From an optimization exercise on the open Yosys and OpenROAD flow, aimed at small area, a short achievable clock period and few clock cycles per item; shortcuts taken in it are not production practice. At most, simulation tests tie the RTL to the original design; equivalence was not proved. The RTL of run 2 was laid out without a check of its function.

==> flow/design.v, too long to show whole: its modules and the start of the top module <==
// module spuc_mul53: 4379 lines
// module spuc_fmul_a: 58 lines
// module spuc_fmul_b: 39 lines
// module spuc_fadd: 68 lines
// module spuc_add: 25 lines
// module spuc_lzc64: 40 lines
// module spuc_correlator: 83 lines
module spuc_correlator (
    input  wire        clk,
    input  wire        rst,
    input  wire        in_valid,
    output reg         in_ready,
    input  wire [63:0] in_ref,
    input  wire [63:0] in_x,
    input  wire        in_neg,
    input  wire        in_last,
    output reg         out_valid,
    input  wire        out_ready,
    output reg  [63:0] out_corr,
    output reg         out_bit
);
  // ...
==> flow/flow/run.sh <==
#!/bin/bash
# Standard synthesis and layout (the standard.sh), with the timing repair
# steps asked to over-fix setup: the repair keeps working on paths until they
# have SETUP_SLACK_MARGIN ns of slack at the design's clock period. The
# clock, constraints and all flow scripts are unchanged.
set -euo pipefail
export SETUP_SLACK_MARGIN=51.5
bash standard.sh synth > synth.log 2>&1
bash standard.sh floorplan > floorplan.log 2>&1
bash standard.sh place > place.log 2>&1
bash standard.sh cts > cts.log 2>&1
bash standard.sh route > route.log 2>&1
bash standard.sh finish > finish.log 2>&1
==> flow/standard.sh <==
#!/bin/bash
# synth_recipe.tcl (not shown) runs the flow's synth.tcl, then flattens the netlist and writes it again
# the make line also repeats each setting of config.mk as NAME=value (left out here)
make -C /OpenROAD-flow-scripts/flow DESIGN_CONFIG=/design/flow/config.mk WORK_HOME=/design/flow/orfs CLKGATE_MAP_FILE= SYNTH_SCRIPT=/design/flow/synth_recipe.tcl "${@:-finish}"
==> flow/config.mk <==
export PLATFORM = sky130hd
export DESIGN_NAME = spuc_correlator
export DESIGN_NICKNAME = spuc_correlator
export VERILOG_FILES = /design/flow/design.v
export SDC_FILE = /design/flow/constraint.sdc
export NUM_CORES = 8
export LEC_CHECK = 0
export ABC_AREA = 1
export CAP_MARGIN = 20
export CORE_MARGIN = 2
export CORE_UTILIZATION = 35
export SLEW_MARGIN = 20
==> flow/constraint.sdc <==
create_clock -name core_clock -period 66.0 [get_ports {clk}]
set_input_delay 13.2000 -clock core_clock [delete_from_list [all_inputs] [get_ports {clk}]]
set_output_delay 13.2000 -clock core_clock [all_outputs]
set_load 0.01 [all_outputs]
==> results.tsv, run 1 <==
metric	value	unit
ys_seq_area_share	7.62	%
critPathCaptureType	output pin	
ant_nets	0	
period_share	22.2	%
wl_met1	185	mm
antennaDiodeCount	14	
cp_top_family	flip-flops	
synth_largest_area_cell	fa_1	
layout_setup_ws	51.35	ns
wl	524	mm
wl_met3	75.9	mm
min_from	s0_last	
crit_type	flop to output pin	
grt_pass1_vias	104962	
drt_iter0_markers	15573	
status	timing/DRC/antenna clean	
cts_resized	384	
synthAdderAreaFrac	30.4	%
hp-class	flop to flop	
tightest_slew	1.20	ns
numCtsBuffers	47	
finalInstanceArea	113000	um2
multi_input_area_share	74.3	%
cts_sinks	331	
wl_per_cell	28.9	um
rsz0062_at_grt	yes	
utilization	38.4	%
synthTopCellsByArea	fa_1 25%, xor2_1 13%, nand2_1 8.5%, o22ai_1 8.3%, inv_1 8.2%	
ys_top_cells_by_count	2351 x nand2_1, 2276 x inv_1, 1528 x xor2_1	
Testbench counts, summed over its fixed seeds: cycles 17,807, items 17,761.
==> module spuc_add, before the edit <==
module spuc_add #(parameter W = 8) (
    input  wire [W-1:0] a,
    input  wire [W-1:0] b,
    input  wire         ci,
    output wire [W-1:0] s,
    output wire         co
);
    localparam L = 7;                    
    wire [W:0] g0 = {a & b, ci};
    wire [W:0] p0 = {a ^ b, 1'b0};
    reg  [W:0] g, p;
    integer l, i;
    always @* begin
        g = g0;
        p = p0;
        for (l = 0; l < L; l = l + 1)
            for (i = 0; i <= W; i = i + 1)
                if (i[l] && (((i >> l) << l) >= 1)) begin
                    g[i] = g[i] | (p[i] & g[((i >> l) << l) - 1]);
                    p[i] = p[i] & p[((i >> l) << l) - 1];
                end
    end
    assign s  = p0[W:1] ^ g[W-1:0];
    assign co = g[W];
endmodule
==> run 2: changes to the inputs <==
--- a/flow/design.v
+++ b/flow/design.v
@@ -4551,3 +4551,3 @@
 );
-    localparam L = 7;                    
+    localparam L = $clog2(W + 1);
     wire [W:0] g0 = {a & b, ci};
==> run 2 against run 1 <==
Against the previous run:
- fmax is the same
- non-clock buffer count is the same
- global-route usage is the same
- highest routed layer unchanged
- sequential share of layout area is the same
- hold slack is the same
- routed wire length is the same
- area after synthesis is the same
==> results.tsv, run 2 <==
metric	value	unit	change
critPathMaxFanout	1		
root_buffer	clkbuf_16		
cts_tree	yes		
clkLatencyLatePin	0.78	ns	
layout_setup_ws	51.35	ns	unchanged
dieArea	301000	um2	
grt-ovfl-total	0		
gp_congestion	1.06		
rows	199		
finalHoldViolCount	0		
rrSetupSlack	51.98	ns	
path_cells	buf_6		
slowest_delay	0.55	ns	
syn_inst	14625		
grt_pass1_wl	744	mm	
max_freq	68.2	MHz	
crit_type	flop to output pin		
die_h	549	um	
rsz0062_at_grt	yes		
placed_cell_area	109000	um2	
drive_above_1_share	7.10	%	
synth.top_cell.area_share	25.1	%	
synth_edf_count	129		
min_to	s1_last		
drt_iter0_markers	15573		unchanged
areaGrowthSynthToFinish	8.82	%	
status	timing/DRC/antenna clean		
yosysUniqueCellTypes	77		
finalSetupViolations	0		
tightest_slew	1.20	ns	unchanged
period_share	22.2	%	unchanged
slowest_stage	edfxtp_1		
slew_viol_final	0		
vias	110424		
place_hpwl	369	mm	
ant_nets	0		unchanged
drtPass1Iterations	9		
fin_crit	14.65	ns	
path_clk_slew	0.08	ns	
grt_pass1_vias	104962		unchanged
required	52.80	ns	
place_ws	48.75	ns	
met2_usage	48.8	%	
critPathCaptureType	output pin		
clock_skew	0.0861	ns	
antenna_found_initial	28		
r2r-end	s1_p[32]		
cts_sinks	331		unchanged
async_flop_share	0	%	
synth_largest_area_cell	fa_1		
syn_nets	16493		
hold_path_depth	0		
numCtsBuffers	47		unchanged
globalRouteTotalUtil	33.7	%	
die_w	549	um	
ys_seq_elements	331		
synthTopCellsByArea	fa_1 25%, xor2_1 13%, nand2_1 8.5%, o22ai_1 8.3%, inv_1 8.2%		
final_cell_mix	2337 x nand2_1, 2239 x inv_1, 1510 x xor2_1		
design.core.area	295000	um2	
wl	524	mm	unchanged
final_nets	16020		
r2r.worst_path.cells	60		
yosysWarnings	7		
cp.depth	1		
mostFrequentLayoutCell	nand2_1		
holdWs	0.327	ns	
grt.met1_usage	40.2	%	
synth_most_common_cell	nand2_1		
io_pins	201		
cts.path.max_buffers	3		
wl_per_cell	28.9	um	unchanged
critPathLaunchType	flop		
vias_per_cell	6.09		
finalInstanceArea	113000	um2	unchanged
numPortBuffers	200		
hp-class	flop to flop		
cts_max_level	2		
use_met3	13.6	%	
tns	0	ns	
avgSynthCellArea	7.10	um2	
regToRegStartpoint	s0_b[0]		
syn_area	104000	um2	
crit_arrival	1.45	ns	
min_from	s0_last		
drc	0		
cp_num_buf_inv	1		
cts_hold_buf	0		
ys.flop_type	dfxtp_1		
ys_seq_area_share	7.62	%	unchanged
start_util	35.3	%	
max_slew_margin	20.3	%	
ys_top_cells_by_count	2351 x nand2_1, 2276 x inv_1, 1528 x xor2_1		
grt_max_degree	104		
cp_top_family	flip-flops		
grt-busiest-layer	met2		
drv_cap	0		
[run 2: layout make-up]
cell class	instances	area [um2]
tap	3919	4900
clock inverter	20	233
timing repair buffer	573	5480
timing repair inverter	1	5.00
clock buffer	66	1340
fill	31009	182000
multi-input combinational	10812	83900
sequential	331	7980
antenna	14	35.0
inverter	2386	9120
[run 2: how the worst max path moves through the flow]
stage,start,endpoint,slack (ns)
finish,out_corr[10],out_corr[10],51.35
global route,out_corr[10],out_corr[10],51.34
CTS,out_corr[10],out_corr[10],51.31
detailed placement,s1_p[58],acc[50],48.75
global placement,acc[58],acc[58],48.74
floorplan,out_ready,in_ready,51.84
[run 2: metrics by stage]
stage	util (%)	cells
after floorplan	-	14625
after global placement	37.0	17930
after detailed placement	37.0	17930
after CTS	37.6	18037
after global routing	38.4	18109
final	38.4	18122
[run 2: what timing repair did]
action	4_1_cts	5_1_grt
buffers inserted	12	57
cloned	9	11
setup endpoints to repair	181	147
gates resized for setup	384	396
pin swaps	11	28
[run 2: metal layers]
metal,wire length [um],share of wire (%)
met5,424,0.081
met4,49300,9.4
met3,75900,14
met2,213000,41
met1,185000,35
[run 2: logic make-up (layout without fill, tap and decap cells)]
| family | Yosys count | in the layout | share of synthesized area, % |
|---|---|---|---|
| buffers and inverters | 3498 | 3046 | 12.9 |
| XOR/XNOR | 1585 | 1585 | 13.4 |
| AO/OA/AOI/OAI | 2774 | 2777 | 15.7 |
| AND/OR/NAND/NOR | 4655 | 4668 | 19.6 |
| adder cells (fa/ha/maj) | 1739 | 1739 | 30.4 |
| flip-flops | 331 | 331 | 7.62 |
| other | 0 | 14 | 0 |
| multiplexers | 43 | 43 | 0.416 |

[afterwards: timing with drivers on the ports]
In the flow no input, the clock included, has a driving cell. The finished layouts below were timed again as built, in two steps. Step 1 assumes that a clkbuf_16 drives the clock port and a buf_2 every other input. Step 2 adds t to the input delays and takes it off the output delays; t is the mean of the earliest and latest rising clock arrival at the registers after step 1. Input paths then give back, and output paths get back, about the clock's delay inside the block. Slacks: ideal / step 1 / step 2; pairs: ideal / step 1.
| run | t (ns) | setup WS [ns] | worst setup path after step 2 | latest minus earliest clock arrival (ns) | pins driven straight from the clock port |
|---|---|---|---|---|---|
| run 1 | 0.834 | 51.346 / 51.244 / 51.194 | input to register | 0.087 / 0.087 | 1 |
| run 2 | 0.834 | 51.346 / 51.244 / 51.194 | input to register | 0.087 / 0.087 | 1 |
After both steps every run listed still meets setup and hold.
